Context: an optimization exercise on an open-source flow, tuned for small area, a short achievable clock period and few clock cycles per item. The choices shown serve that exercise and are no tape-out recipe. In this exercise RTL edits were held to simulation tests only and were not proved equivalent to the original.

run a:
==> flow/design.v <==
module vesc_cmd_encoder (
    input  wire        clk,
    input  wire        rst,          
    input  wire        in_valid,
    output wire        in_ready,
    input  wire [2:0]  in_cmd,       
    input  wire [63:0] in_arg,       
    output reg         out_valid,
    input  wire        out_ready,
    output reg  [1:0]  out_status,   
    output reg  [3:0]  out_len,      
    output reg  [79:0] out_frame     
);
    reg v0, v1, xv;
    reg rdy;                               
    wire adv = ~xv;                        
    wire ld  = ~out_valid | out_ready;     
    assign in_ready = rdy;
    reg [2:0]  c0;
    reg [63:0] a0;
    reg        kA, kB, kC, kD, sv0;
    always @(posedge clk) begin
        if (adv) begin
            c0  <= in_cmd;
            a0  <= in_arg;
            kA  <= (in_cmd == 3'd0) | (in_cmd == 3'd1) | (in_cmd == 3'd5);    
            kB  <= (in_cmd == 3'd3) | (in_cmd == 3'd4) | (in_cmd == 3'd7);    
            kC  <= (in_cmd == 3'd2);                                          
            kD  <= (in_cmd == 3'd6);                                          
            sv0 <= (in_cmd == 3'd7);
        end
    end
    wire has_arg0 = c0[2] | c0[1];
    wire        s0      = a0[63];
    wire [10:0] e0      = a0[62:52];
    wire [51:0] f0      = a0[51:0];
    wire        enz0    = |e0;
    wire [52:0] m0      = {enz0, f0};
    wire [10:0] eeff0   = {e0[10:1], e0[0] | ~enz0};
    wire        nonfin0 = &e0;
    wire        fnz0    = |f0;
    wire        gt_one0 = e0[10] | ((e0 == 11'h3FF) & fnz0);
    wire        dom0    = kC ? gt_one0 :
                          sv0 ? (gt_one0 | (s0 & (enz0 | fnz0))) : 1'b0;
    wire [12:0] sh0    = (kA ? 13'd1055 : kB ? 13'd1045 : kC ? 13'd1038 : 13'd1035) - {2'b0, eeff0};
    wire        shneg0 = sh0[12];
    wire        zero0  = ~has_arg0 | (~sh0[12] & (sh0[11:0] > 12'd34));
    wire [69:0] mw = {17'd0, m0};
    wire [69:0] t1 = mw << 14;
    wire [69:0] t2 = ~((kB ? (mw << 9) : 70'd0) | (kC ? (mw << 12) : 70'd0) |
                       (kD ? (mw << 10) : 70'd0)) & {70{~kA}};
    wire [69:0] t3 = (kB ? (mw << 7) : 70'd0) | ((kC | kD) ? (mw << 8) : 70'd0);
    wire [69:0] t4 = kC ? ~(mw << 6) : kD ? (mw << 3) : 70'd0;
    wire [69:0] t5 = (kC ? (mw << 4) : 70'd0) | (kD ? mw : 70'd0);
    wire [69:0] t6 = kC ? (mw << 2) : 70'd0;
    wire [69:0] ww  = t1 + t2 + t3 + t4 + t5 + t6 + {57'd0, 1'b1, 10'd0, kC, ~kA};
    wire [34:0] r0  = ww[67:33];               
    wire        ci0 = ww[66] & (&ww[32:12]);   
    reg [34:0] r1;
    reg [2:0]  c1;
    reg        s1, zero1, nonfin1, rng1, ci1;
    reg [5:0]  sh1;
    always @(posedge clk) begin
        if (adv) begin
            r1 <= r0; ci1 <= ci0; c1 <= c0; s1 <= s0; sh1 <= sh0[5:0];
            zero1 <= zero0; nonfin1 <= nonfin0 & has_arg0; rng1 <= has_arg0 & (dom0 | shneg0);
        end
    end
    wire [34:0] g     = zero1 ? 35'd0 : (r1 >> sh1);
    reg  [34:0] pa;                            
    integer k;
    always @(*) begin
        pa[0] = r1[0];
        for (k = 1; k < 35; k = k + 1)
            pa[k] = pa[k - 1] & r1[k];
    end
    wire        low1  = (sh1 == 6'd0) | pa[sh1 - 6'd1];
    wire        c2    = ci1 & low1 & ~zero1;
    wire [33:0] phi   = g[34:1];
    wire [32:0] q33   = ({1'b0, phi[31:0]} ^ {33{s1}}) + {32'd0, (g[0] | c2) ^ s1};
    wire [31:0] q1    = q33[31:0];
    wire        werr1 = (|phi[33:32]) | (q33[32] ^ q33[31]);
    wire [1:0]  st1   = nonfin1 ? 2'd1 : (rng1 | werr1) ? 2'd2 : 2'd0;
    reg [31:0] qx;
    reg [1:0]  stx;
    reg [2:0]  cx;
    always @(posedge clk) begin
        if (adv) begin
            qx <= q1; stx <= st1; cx <= c1;
        end
    end
    wire [31:0] q      = xv ? qx : q1;
    wire [1:0]  status = xv ? stx : st1;
    wire [2:0]  c3     = xv ? cx : c1;
    wire        ok     = (status == 2'd0);
    wire        has_arg3 = c3[2] | c3[1];
    wire        w2_3     = (c3 == 3'd7);
    wire        w4_3     = has_arg3 & ~w2_3;
    reg  [7:0]  cmd_id3;
    always @(*) begin
        case (c3)
            3'd0: cmd_id3 = 8'h00;
            3'd1: cmd_id3 = 8'h04;
            3'd2: cmd_id3 = 8'h05;
            3'd3: cmd_id3 = 8'h06;
            3'd4: cmd_id3 = 8'h07;
            3'd5: cmd_id3 = 8'h08;
            3'd6: cmd_id3 = 8'h09;
            default: cmd_id3 = 8'h0C;
        endcase
    end
    function [15:0] crc16_byte(input [15:0] crc_in, input [7:0] data);
        integer b;
        reg [15:0] cc;
        begin
            cc = crc_in ^ {data, 8'h00};
            for (b = 0; b < 8; b = b + 1)
                cc = cc[15] ? ((cc << 1) ^ 16'h1021) : (cc << 1);
            crc16_byte = cc;
        end
    endfunction
    function [15:0] crc_q(input [31:0] qq);
        crc_q = crc16_byte(crc16_byte(crc16_byte(crc16_byte(16'h0, qq[31:24]), qq[23:16]),
                                      qq[15:8]), qq[7:0]);
    endfunction
    reg [15:0] crc_c;
    always @(*) begin
        case (c3)
            3'd0:    crc_c = crc16_byte(16'h0, 8'h00);
            3'd1:    crc_c = crc16_byte(16'h0, 8'h04);
            3'd7:    crc_c = crc16_byte(crc16_byte(crc16_byte(16'h0, 8'h0C), 8'h00), 8'h00);
            default: crc_c = crc16_byte(crc16_byte(crc16_byte(crc16_byte(crc16_byte(16'h0,
                                 cmd_id3), 8'h00), 8'h00), 8'h00), 8'h00);
        endcase
    end
    wire [15:0] crc = crc_c ^ crc_q(q);
    reg [79:0] frame;
    reg [3:0]  flen;
    always @(*) begin
        frame = 80'd0;
        flen  = 4'd0;
        if (ok) begin
            if (w4_3) begin
                flen  = 4'd10;
                frame = {8'h02, 8'h05, cmd_id3, q, crc, 8'h03};
            end else if (w2_3) begin
                flen  = 4'd8;
                frame = {8'h02, 8'h03, 8'h0C, q[15:0], crc, 8'h03, 16'd0};
            end else begin
                flen  = 4'd6;
                frame = {8'h02, 8'h01, cmd_id3, crc, 8'h03, 32'd0};
            end
        end
    end
    wire src_v = xv | (v1 & adv);
    wire xv_n  = ~rst & ~ld & (xv | v1);
    always @(posedge clk) begin
        if (rst) begin
            v0 <= 1'b0; v1 <= 1'b0; out_valid <= 1'b0;
        end else begin
            if (adv) begin
                v0 <= in_valid;
                v1 <= v0;
            end
            out_valid <= ld ? src_v : 1'b1;
        end
        xv  <= xv_n;
        rdy <= ~xv_n;
    end
    always @(posedge clk) begin
        if (ld) begin
            out_status <= status;
            out_len    <= flen;
            out_frame  <= frame;
        end
    end
endmodule
==> flow/config.mk <==
export PLATFORM = sky130hd
export DESIGN_NAME = vesc_cmd_encoder
export DESIGN_NICKNAME = vesc_cmd_encoder
export VERILOG_FILES = /design/flow/design.v
export SDC_FILE = /design/flow/constraint.sdc
export NUM_CORES = 4
export LEC_CHECK = 0
export CAP_MARGIN = 20
export CORE_MARGIN = 2
export CORE_UTILIZATION = 40
export SETUP_SLACK_MARGIN = 2
export SLEW_MARGIN = 20
==> flow/constraint.sdc <==
create_clock -name core_clock -period 36.0 [get_ports {clk}]
set_input_delay 7.2000 -clock core_clock [delete_from_list [all_inputs] [get_ports {clk}]]
set_output_delay 7.2000 -clock core_clock [all_outputs]
set_load 0.01 [all_outputs]
standard.sh (not shown) runs the stock make flow with config.mk's settings and CLKGATE_MAP_FILE= SYNTH_SCRIPT=/design/flow/synth_recipe.tcl, a recipe that flattens the netlist after the stock synthesis.
==> flow/flow/run.sh <==
#!/bin/bash
set -euo pipefail
bash standard.sh finish 'BUFFER_PORTS_ARGS=-buffer_cell sky130_fd_sc_hd__buf_2' \
    SETUP_SLACK_MARGIN=27.6 TNS_END_PERCENT=100 CORE_UTILIZATION=55 \
    > standard_finish.log 2>&1
Testbench counts of run a, summed over its fixed seeds: cycles 8,024, items 8,000.
Inputs modified between run a and run b:
-- flow/design.v --
<<< run a, line 31
        end
    end
    wire has_arg0 = c0[2] | c0[1];
    wire        s0      = a0[63];
>>> run b, line 31
        end
    end
    function geq_t(input [52:0] mv, input [52:0] tv);
        reg [63:0] g, e;
        integer i, l;
        begin
            g = 64'd0;
            e = {64{1'b1}};
            for (i = 0; i < 53; i = i + 1) begin
                g[i] = mv[i] & ~tv[i];
                e[i] = ~(mv[i] ^ tv[i]);
            end
            for (l = 1; l < 64; l = l * 2)
                for (i = 0; i < 64; i = i + 2 * l) begin
                    g[i] = g[i + l] | (e[i + l] & g[i]);
                    e[i] = e[i + l] & e[i];
                end
            geq_t = g[0] | e[0];
        end
    endfunction
    wire has_arg0 = c0[2] | c0[1];
    wire        s0      = a0[63];
<<< run a, line 46
    wire        shneg0 = sh0[12];
    wire        zero0  = ~has_arg0 | (~sh0[12] & (sh0[11:0] > 12'd34));
    wire [69:0] mw = {17'd0, m0};
    wire [69:0] t1 = mw << 14;
>>> run b, line 64
    wire        shneg0 = sh0[12];
    wire        zero0  = ~has_arg0 | (~sh0[12] & (sh0[11:0] > 12'd34));
    wire        dp = kA | (kB & geq_t(m0, 53'd4611686018427388)) |
                     (kC & geq_t(m0, 53'd5902958103587057)) |
                     (kD & geq_t(m0, 53'd4722366482869646));
    wire [69:0] mw = {17'd0, m0};
    wire [69:0] t1 = mw << 14;
<<< run a, line 54
    wire [69:0] t5 = (kC ? (mw << 4) : 70'd0) | (kD ? mw : 70'd0);
    wire [69:0] t6 = kC ? (mw << 2) : 70'd0;
    wire [69:0] ww  = t1 + t2 + t3 + t4 + t5 + t6 + {57'd0, 1'b1, 10'd0, kC, ~kA};
    wire [34:0] r0  = ww[67:33];               
    wire        ci0 = ww[66] & (&ww[32:12]);   
    reg [34:0] r1;
    reg [2:0]  c1;
    reg        s1, zero1, nonfin1, rng1, ci1;
    reg [5:0]  sh1;
    always @(posedge clk) begin
        if (adv) begin
            r1 <= r0; ci1 <= ci0; c1 <= c0; s1 <= s0; sh1 <= sh0[5:0];
            zero1 <= zero0; nonfin1 <= nonfin0 & has_arg0; rng1 <= has_arg0 & (dom0 | shneg0);
        end
    end
    wire [34:0] g     = zero1 ? 35'd0 : (r1 >> sh1);
    reg  [34:0] pa;                            
    integer k;
    always @(*) begin
        pa[0] = r1[0];
        for (k = 1; k < 35; k = k + 1)
            pa[k] = pa[k - 1] & r1[k];
    end
    wire        low1  = (sh1 == 6'd0) | pa[sh1 - 6'd1];
    wire        c2    = ci1 & low1 & ~zero1;
    wire [33:0] phi   = g[34:1];
    wire [32:0] q33   = ({1'b0, phi[31:0]} ^ {33{s1}}) + {32'd0, (g[0] | c2) ^ s1};
    wire [31:0] q1    = q33[31:0];
    wire        werr1 = (|phi[33:32]) | (q33[32] ^ q33[31]);
>>> run b, line 75
    wire [69:0] t5 = (kC ? (mw << 4) : 70'd0) | (kD ? mw : 70'd0);
    wire [69:0] t6 = kC ? (mw << 2) : 70'd0;
    wire [69:0] th = {56'd0, dp, ~dp, 12'd0};
    wire [69:0] ww = t1 + t2 + t3 + t4 + t5 + t6 + th + {68'd0, kC, ~kA};    
    wire [34:0] r0 = ww[67:33];                
    reg [34:0] r1;
    reg [2:0]  c1;
    reg        s1, zero1, nonfin1, rng1;
    reg [5:0]  sh1;
    always @(posedge clk) begin
        if (adv) begin
            r1 <= r0; c1 <= c0; s1 <= s0; sh1 <= sh0[5:0];
            zero1 <= zero0; nonfin1 <= nonfin0 & has_arg0; rng1 <= has_arg0 & (dom0 | shneg0);
        end
    end
    wire [34:0] h     = zero1 ? 35'd0 : (r1 >> sh1);
    wire [33:0] phi   = h[34:1];
    wire [32:0] q33   = ({1'b0, phi[31:0]} ^ {33{s1}}) + {32'd0, h[0] ^ s1};
    wire [31:0] q1    = q33[31:0];
    wire        werr1 = (|phi[33:32]) | (q33[32] ^ q33[31]);
--- outcome ---
- Run b completed; timing, DRC and antenna clean
- Diff run a -> run b | minimum setup slack among reg-to-reg paths | decrease of 170 ps
- Compared with run a, run b has extra setup slack.
- Run b vs run a — hold slack rose 75 ps.
- Number of gates resized after cts (run b over run a): increase, 2
- On final instance area, run b and run a are basically level.
- Comparing number of sequential storage elements for run b and run a, the smaller number came from run b.
- Max count of clock-buffer cells in the layout across run b and run a: run a
Testbench counts of run b, summed over its fixed seeds: cycles 8,024, items 8,000.

==> separate check: timing with driven ports <==
The flow's constraints put no driver on any port. The routed layouts listed below were extracted and timed again, unchanged, in two steps. Step 1 assumes that a clkbuf_16 drives the clock port and a buf_2 every other input. Step 2, shift: input delay + t, output delay - t, t = (earliest + latest rising clock arrival at the registers) / 2. This alone moves slack from input paths to output paths. Slacks: ideal / step 1 / step 2; pairs: ideal / step 1.
| run | shift t [ns] | setup WS [ns] | hold slack, ns | worst slew at a driven data input, ns |
|---|---|---|---|---|
| run a | 0.600 | 27.667 / 27.609 / 27.521 | 0.426 / 0.426 / 0.426 | 0.09 |
| run b | 0.599 | 27.676 / 27.617 / 27.535 | 0.501 / 0.501 / 0.501 | 0.07 |
After both steps every run listed still meets setup and hold. For run a, which loses most, drivers alone change the setup slack by -0.058 ns; drivers and shift together by -0.146 ns.
